What follows belongs to an exercise in optimizing a design on an open flow for a short achievable clock period; a production flow would make more cautious choices. Function was checked by simulation only, so behaviour that the tests miss may differ from the original. Power figures rest on the tool's default switching activity, not on a simulated workload.

// fdc_bridge_core
module fdc_bridge_core (
    input  wire         clk,
    input  wire         rst,
    input  wire [3:0]   op,
    input  wire [1:0]   op_idx,         
    input  wire [15:0]  op_wdata,       
    input  wire         op_drive,       
    input  wire         op_level,       
    input  wire [2:0]   op_bit,         
    input  wire [127:0] key_matrix,     
    input  wire [7:0]   ctl_data_in,    
    input  wire [7:0]   ctl_reg_in,     
    output wire [15:0]  bus_rdata,
    output wire         irq,
    output wire         dmar,
    output wire         ctl_data_wr,
    output wire         ctl_data_rd,
    output wire [7:0]   ctl_data_out,
    output wire         ctl_reg_wr,
    output wire         ctl_reg_rd,
    output wire [1:0]   ctl_reg_addr,
    output wire [7:0]   ctl_reg_out,
    output wire         ctl_soft_reset,
    output wire         ctl_set_floppy,
    output wire [1:0]   ctl_floppy,
    output wire         drv_side,
    output wire [1:0]   drv_motor,
    output wire [6:0]   key_pos,
    output wire         key_pressed,
    output wire [3:0]   rep_an,
    output wire         rep_dg1
);
clock: 12.5 ns
lec_check: 0
cap_margin: 20
core_margin: 2
core_utilization: 40
place_density: 0.6
slew_margin: 20
synth_hierarchical: 1
standard.sh (not shown) runs the stock make flow with config.mk's settings and CLKGATE_MAP_FILE= SYNTH_SCRIPT=/design/flow/synth_recipe.tcl, a recipe that flattens the netlist after the stock synthesis.
==> flow/flow/run.sh <==
#!/bin/bash
set -euo pipefail
bash standard.sh finish SETUP_SLACK_MARGIN=7 \
  "BUFFER_PORTS_ARGS=-buffer_cell sky130_fd_sc_hd__buf_4" > standard_flow.log 2>&1
Then changed:
--- a/flow/design.v
+++ b/flow/design.v
@@ -139,36 +139,39 @@
     fdc_nor3  g_dw_z1 (.a(rst), .b(op3), .c(op2), .y(dw_z1));
     fdc_nor3  g_dw_n  (.a(op0), .b(idx0), .c(~bs_wr1), .y(dw_n));
     fdc_nand3 g_dw_t1 (.a(dw_z1), .b(op1), .c(dw_n), .y(dw_t1));
     fdc_nor3  g_dw_z2 (.a(rst), .b(op3), .c(op2), .y(dw_z2));
     fdc_and2  g_dw_w  (.a(lvl), .b(s_wr2), .y(dw_w));
     fdc_nand4 g_dw_t2 (.a(dw_z2), .b(op1), .c(op0), .d(dw_w), .y(dw_t2));
     fdc_nand2 g_dw_y  (.a(dw_t1), .b(dw_t2), .y(ctl_data_wr));
-    wire dr_z1, dr_w, dr_t1, dr_z2, dr_n, dr_a, dr_b, dr_en, dr_t2;
+    wire dr_z1, dr_w, dr_t1, dr_z2, dr_n, dr_b, dr_e, dr_k;
     fdc_nor3  g_dr_z1 (.a(rst), .b(op3), .c(op2), .y(dr_z1));
     fdc_and2  g_dr_w  (.a(lvl), .b(s_rdr), .y(dr_w));
     fdc_nand4 g_dr_t1 (.a(dr_z1), .b(op1), .c(op0), .d(dr_w), .y(dr_t1));
     fdc_nor3  g_dr_z2 (.a(rst), .b(op3), .c(op2), .y(dr_z2));
     fdc_nor3  g_dr_n  (.a(op0), .b(idx1), .c(c[6]), .y(dr_n));
-    fdc_nand2 g_dr_a  (.a(dr_z2), .b(dr_n), .y(dr_a));
     fdc_nand3 g_dr_b  (.a(op1), .b(idx0), .c(c[5]), .y(dr_b));
-    fdc_aoi21 g_dr_en (.a1(c[4]), .a2(drq), .b1(drq & bs_idle), .y(dr_en));
-    fdc_nor3  g_dr_t2 (.a(dr_a), .b(dr_b), .c(dr_en), .y(dr_t2));
-    fdc_nand2b g_dr_y (.a_n(dr_t2), .b(dr_t1), .y(ctl_data_rd));
-    wire sf_q1, sf_q2, sf_k, sf_ta, sf_pq0, sf_pq, sf_m, sf_tb, sf_rn;
+    fdc_a21o  g_dr_e  (.a1(c[4]), .a2(drq), .b1(drq & bs_idle), .y(dr_e));
+    fdc_nand3 g_dr_k  (.a(dr_z2), .b(dr_n), .c(dr_e), .y(dr_k));
+    fdc_o21ai g_dr_y  (.a1(dr_k), .a2(dr_b), .b1(dr_t1), .y(ctl_data_rd));
+    wire sf_q1, sf_q2, sf_k, sf_ta, sf_p0, sf_p, sf_m, sf_tb, sf_rn;
     fdc_nor2  g_sf_q1 (.a(op3), .b(op2), .y(sf_q1));
     fdc_nor2  g_sf_q2 (.a(op0), .b(idx1), .y(sf_q2));
     fdc_nand2 g_sf_k  (.a(sf_q1), .b(sf_q2), .y(sf_k));
     fdc_nand3 g_sf_ta (.a(op1), .b(idx0), .c(c[4]), .y(sf_ta));
-    fdc_nand3 g_sf_p0 (.a(op1), .b(idx0), .c(c[3]), .y(sf_pq0));
-    fdc_nor3  g_sf_pq (.a(sf_k), .b(sf_pq0), .c(c[2]), .y(sf_pq));
-    wire sf_v;
-    fdc_mux2i g_sf_v  (.s(d[0]), .a0(~sel0), .a1(~s_none), .y(sf_v));
-    fdc_mux2i g_sf_m  (.s(d[3]), .a0(sel1), .a1(sf_v), .y(sf_m));
-    fdc_nand2 g_sf_tb (.a(sf_pq), .b(sf_m), .y(sf_tb));
+    fdc_nand3 g_sf_p0 (.a(op1), .b(idx0), .c(c[3]), .y(sf_p0));
+    fdc_nor2  g_sf_p  (.a(sf_p0), .b(c[2]), .y(sf_p));
+    wire sf_d3n, sf_d0n, sf_m1, sf_m2, sf_m3;
+    fdc_inv   g_sf_i3 (.a(d[3]), .y(sf_d3n));
+    fdc_inv   g_sf_i0 (.a(d[0]), .y(sf_d0n));
+    fdc_nand2 g_sf_m1 (.a(sf_d3n), .b(~sel1), .y(sf_m1));
+    fdc_nand3 g_sf_m2 (.a(d[3]), .b(d[0]), .c(~s_none), .y(sf_m2));
+    fdc_nand3 g_sf_m3 (.a(d[3]), .b(sf_d0n), .c(~sel0), .y(sf_m3));
+    fdc_nand3 g_sf_m  (.a(sf_m1), .b(sf_m2), .c(sf_m3), .y(sf_m));
+    fdc_nand4 g_sf_tb (.a(sf_q1), .b(sf_q2), .c(sf_p), .d(sf_m), .y(sf_tb));
     fdc_inv   g_sf_rn (.a(rst), .y(sf_rn));
     fdc_sfout g_sf_y  (.k(sf_k), .ta(sf_ta), .tb(sf_tb), .rn(sf_rn), .y(ctl_set_floppy));
     wire [7:0] wl_x = wl & {8{~bs_wr1}};
     genvar gi;
     generate
         for (gi = 0; gi < 8; gi = gi + 1) begin : g_dout
             fdc_aoi21 g_do (.a1(c[gi]), .a2(bs_wr1), .b1(wl_x[gi]), .y(ctl_data_out[gi]));
@@ -377,13 +380,19 @@
     assign y = ~(a & b & c & d);
 endmodule
 module fdc_and2  (input wire a, input wire b, output wire y);               assign y = a & b;           endmodule
 module fdc_nand2b (input wire a_n, input wire b, output wire y);            assign y = ~(~a_n & b);     endmodule
 module fdc_aoi21 (input wire a1, input wire a2, input wire b1, output wire y);
     assign y = ~((a1 & a2) | b1);
 endmodule
+module fdc_a21o  (input wire a1, input wire a2, input wire b1, output wire y);
+    assign y = (a1 & a2) | b1;
+endmodule
+module fdc_o21ai (input wire a1, input wire a2, input wire b1, output wire y);
+    assign y = ~((a1 | a2) & b1);
+endmodule
 module fdc_mux2i (input wire s, input wire a0, input wire a1, output wire y);
     assign y = ~(s ? a1 : a0);
 endmodule
 module fdc_sfout (input wire k, input wire ta, input wire tb, input wire rn, output wire y);
     assign y = ~(rn & (k | ta) & tb);
 endmodule
Outcome: Total power stays flat. Critical path depth shrinks by 1. Utilization grows by 0.52 points. Design area grows by 0.85%. Register-to-register slack is worse by 0.07 ns. Sequential power barely changes. Global-route usage stays flat. Area after synthesis shrinks by 0.36%. Non-clock buffer count grows by 29. Fmax is about the same. Via count grows by 0.59%. Routed wire length barely changes. Flip-flop and latch count is unchanged. Count of clock-buffer cells in the layout shrinks by 2.

## afterwards: timing with drivers on the ports
In the flow no input, the clock included, has a driving cell. The finished layouts below were timed again as built, in two steps.
Step 1 (the two cells are an assumption about what drives the block):
set clk [get_ports {clk}]
set_driving_cell -lib_cell sky130_fd_sc_hd__clkbuf_16 $clk
set_driving_cell -lib_cell sky130_fd_sc_hd__buf_2 [delete_from_list [all_inputs] $clk]
Step 2 also shifts input and output timing later by t, the mid clock arrival at the registers, as if the neighbouring blocks saw the same clock.
Three values: ideal, step 1, step 2; two values: the first two.
run	t, ns	setup WS [ns]	clock arrival spread, ns
the first run	0.661	6.769 / 6.616 / 6.275	0.040 / 0.040
the second run	0.664	6.768 / 6.640 / 6.292	0.019 / 0.018
After both steps setup and hold are still met in every run listed. For the first run, which loses most, drivers alone change the setup slack by -0.153 ns; drivers and shift together by -0.494 ns.
